From an optimization exercise on the open Yosys and OpenROAD flow, aimed at small area, a short achievable clock period and few clock cycles per item; shortcuts taken in it are not production practice.
At most, simulation tests tie the RTL to the original design; equivalence was not proved.

Design cvt_pair, start of the top module:
module cvt_pair (
    input  wire        clk,
    input  wire        rst,
    input  wire        in_valid,
    output wire        in_ready,
    input  wire [7:0]  in_y0,
    input  wire [7:0]  in_y1,
    input  wire [7:0]  in_cb_a,
    input  wire [7:0]  in_cr_a,
    input  wire [7:0]  in_cb_b,
    input  wire [7:0]  in_cr_b,
    input  wire        in_interp,
    output wire        out_valid,
    output wire [31:0] out_r0,
    output wire [31:0] out_g0,
    output wire [31:0] out_b0,
    output wire [31:0] out_r1,
    output wire [31:0] out_g1,
    output wire [31:0] out_b1,
    output wire [23:0] out_rgb0_u8,    
    output wire [23:0] out_rgb1_u8
);
Size: ~290 I/O pins, ~68000 um2 of cells after synthesis.
clock: 17.0 ns
lec_check: 0
abc_area: 1
cap_margin: 20
core_margin: 2
core_utilization: 60
place_density: 0.7
slew_margin: 60
standard.sh (not shown) runs the stock make flow with config.mk's settings and CLKGATE_MAP_FILE= SYNTH_SCRIPT=/design/flow/synth_recipe.tcl, a recipe that flattens the netlist after the stock synthesis.
==> flow/flow/run.sh <==
#!/bin/bash
# The standard layout, with the port buffers made from buf_2 cells instead of
# the buffer buffer_ports picks by default (a slow delay cell).
# standard.sh's full output goes to standard.log in this folder.
set -euo pipefail
export BUFFER_PORTS_ARGS="-buffer_cell sky130_fd_sc_hd__buf_2"
bash standard.sh finish > standard.log 2>&1
Testbench counts at the start, summed over its fixed seeds: cycles 16,056, items 16,000.
==> next run, changes <==
--- a/flow/design.v
+++ b/flow/design.v
@@ -1397,39 +1397,37 @@
         y0_q <= in_y0;
         y1_q <= in_y1;
         cb   <= in_interp ? cb_sum[8:1] : in_cb_a;
         cr   <= in_interp ? cr_sum[8:1] : in_cr_a;
     end
     wire signed [7:0] d_rv, d_gu, d_gv, d_bu;
     cvt_delta_rv t_rv (.c(cr), .d(d_rv));
     cvt_delta_gu t_gu (.c(cb), .d(d_gu));
     cvt_delta_gv t_gv (.c(cr), .d(d_gv));
     cvt_delta_bu t_bu (.c(cb), .d(d_bu));
-    reg [7:0]        y0_1, y1_1, cb_1, cr_1, cbn_1, crn_1;
+    reg [7:0]        y0_1, y1_1, cb_1, cr_1;
     reg signed [7:0] d_rv_1, d_gu_1, d_gv_1, d_bu_1;
     always @(posedge clk) begin
         y0_1   <= y0_q;
         y1_1   <= y1_q;
         cb_1   <= cb;
         cr_1   <= cr;
-        cbn_1  <= ~cb;
-        crn_1  <= ~cr;
         d_rv_1 <= d_rv;
         d_gu_1 <= d_gu;
         d_gv_1 <= d_gv;
         d_bu_1 <= d_bu;
     end
     wire [35:0] prv_s, prv_c, pbu_s, pbu_c, ngu_s, ngu_c, ngv_s, ngv_c;
     cvt_prod_rv p_rv (.c(cr_1), .d(d_rv_1), .ps(prv_s), .pc(prv_c));
     cvt_prod_bu p_bu (.c(cb_1), .d(d_bu_1), .ps(pbu_s), .pc(pbu_c));
-    cvt_prod_gu p_gu (.c(~cbn_1), .d(d_gu_1), .ps(ngu_s), .pc(ngu_c));
-    cvt_prod_gv p_gv (.c(~crn_1), .d(d_gv_1), .ps(ngv_s), .pc(ngv_c));
+    cvt_prod_gu p_gu (.c(cb_1), .d(d_gu_1), .ps(ngu_s), .pc(ngu_c));
+    cvt_prod_gv p_gv (.c(cr_1), .d(d_gv_1), .ps(ngv_s), .pc(ngv_c));
     wire [35:0] ngu = ngu_s + ngu_c;
     wire [35:0] k_s = ngu_s ^ ngu_c ^ ngv_s;
     wire [35:0] k_c = {(ngu_s[34:0] & ngu_c[34:0]) | (ngu_s[34:0] & ngv_s[34:0]) | (ngu_c[34:0] & ngv_s[34:0]), 1'b0};
     wire [35:0] nuv_k = 36'hFFFFFF801;    
     wire [35:0] l_s = k_s ^ k_c ^ ngv_c;
     wire [35:0] l_c = {(k_s[34:0] & k_c[34:0]) | (k_s[34:0] & ngv_c[34:0]) | (k_c[34:0] & ngv_c[34:0]), 1'b0};
     wire [35:0] nuv_s = l_s ^ l_c ^ nuv_k;
     wire [35:0] nuv_c = {(l_s[34:0] & l_c[34:0]) | (l_s[34:0] & nuv_k[34:0]) | (l_c[34:0] & nuv_k[34:0]), 1'b0};
     reg [7:0]  y0_2, y1_2;
     reg [35:0] prv_s2, prv_c2, pbu_s2, pbu_c2, ngu_2, nuv_s2, nuv_c2;
Hold slack got worse by 10 ps.
Global-route usage increases by 1.6 points.
Setup slack degrades by 620 ps.
Cell area went down by about 0.8%.
First-iteration DRC count rises by 5.6%.
Via count increases by about 0.5%.
Routed wire length increases by 4.1%.
Count of clock-buffer cells in the layout grows by 6.
Critical path depth came out higher by 23.
No functional check of the RTL was part of the second run of this note.

-- separate check: timing with driven ports --
The flow's constraints put no driver on any port. The routed layouts listed below were extracted and timed again, unchanged, in two steps. Step 1, drivers: a clkbuf_16 drives clk and a buf_2 each remaining input, both assumed. Step 2 also shifts input and output timing later by t, the mid clock arrival at the registers, as if the neighbouring blocks saw the same clock. Slacks: ideal / step 1 / step 2; pairs: ideal / step 1.
run | t, ns | setup slack, ns | worst hold slack (ns) | worst setup path after step 2 | pins driven straight from the clock port
the first run | 0.782 | 12.266 / 12.189 / 11.920 | 0.322 / 0.322 / 0.322 | input to register | 1
the second run | 0.794 | 11.649 / 11.649 / 11.649 | 0.312 / 0.312 / 0.312 | register to register | 1
After both steps every run listed still meets setup and hold. For the first run, which loses most, drivers alone change the setup slack by -0.077 ns; drivers and shift together by -0.346 ns.
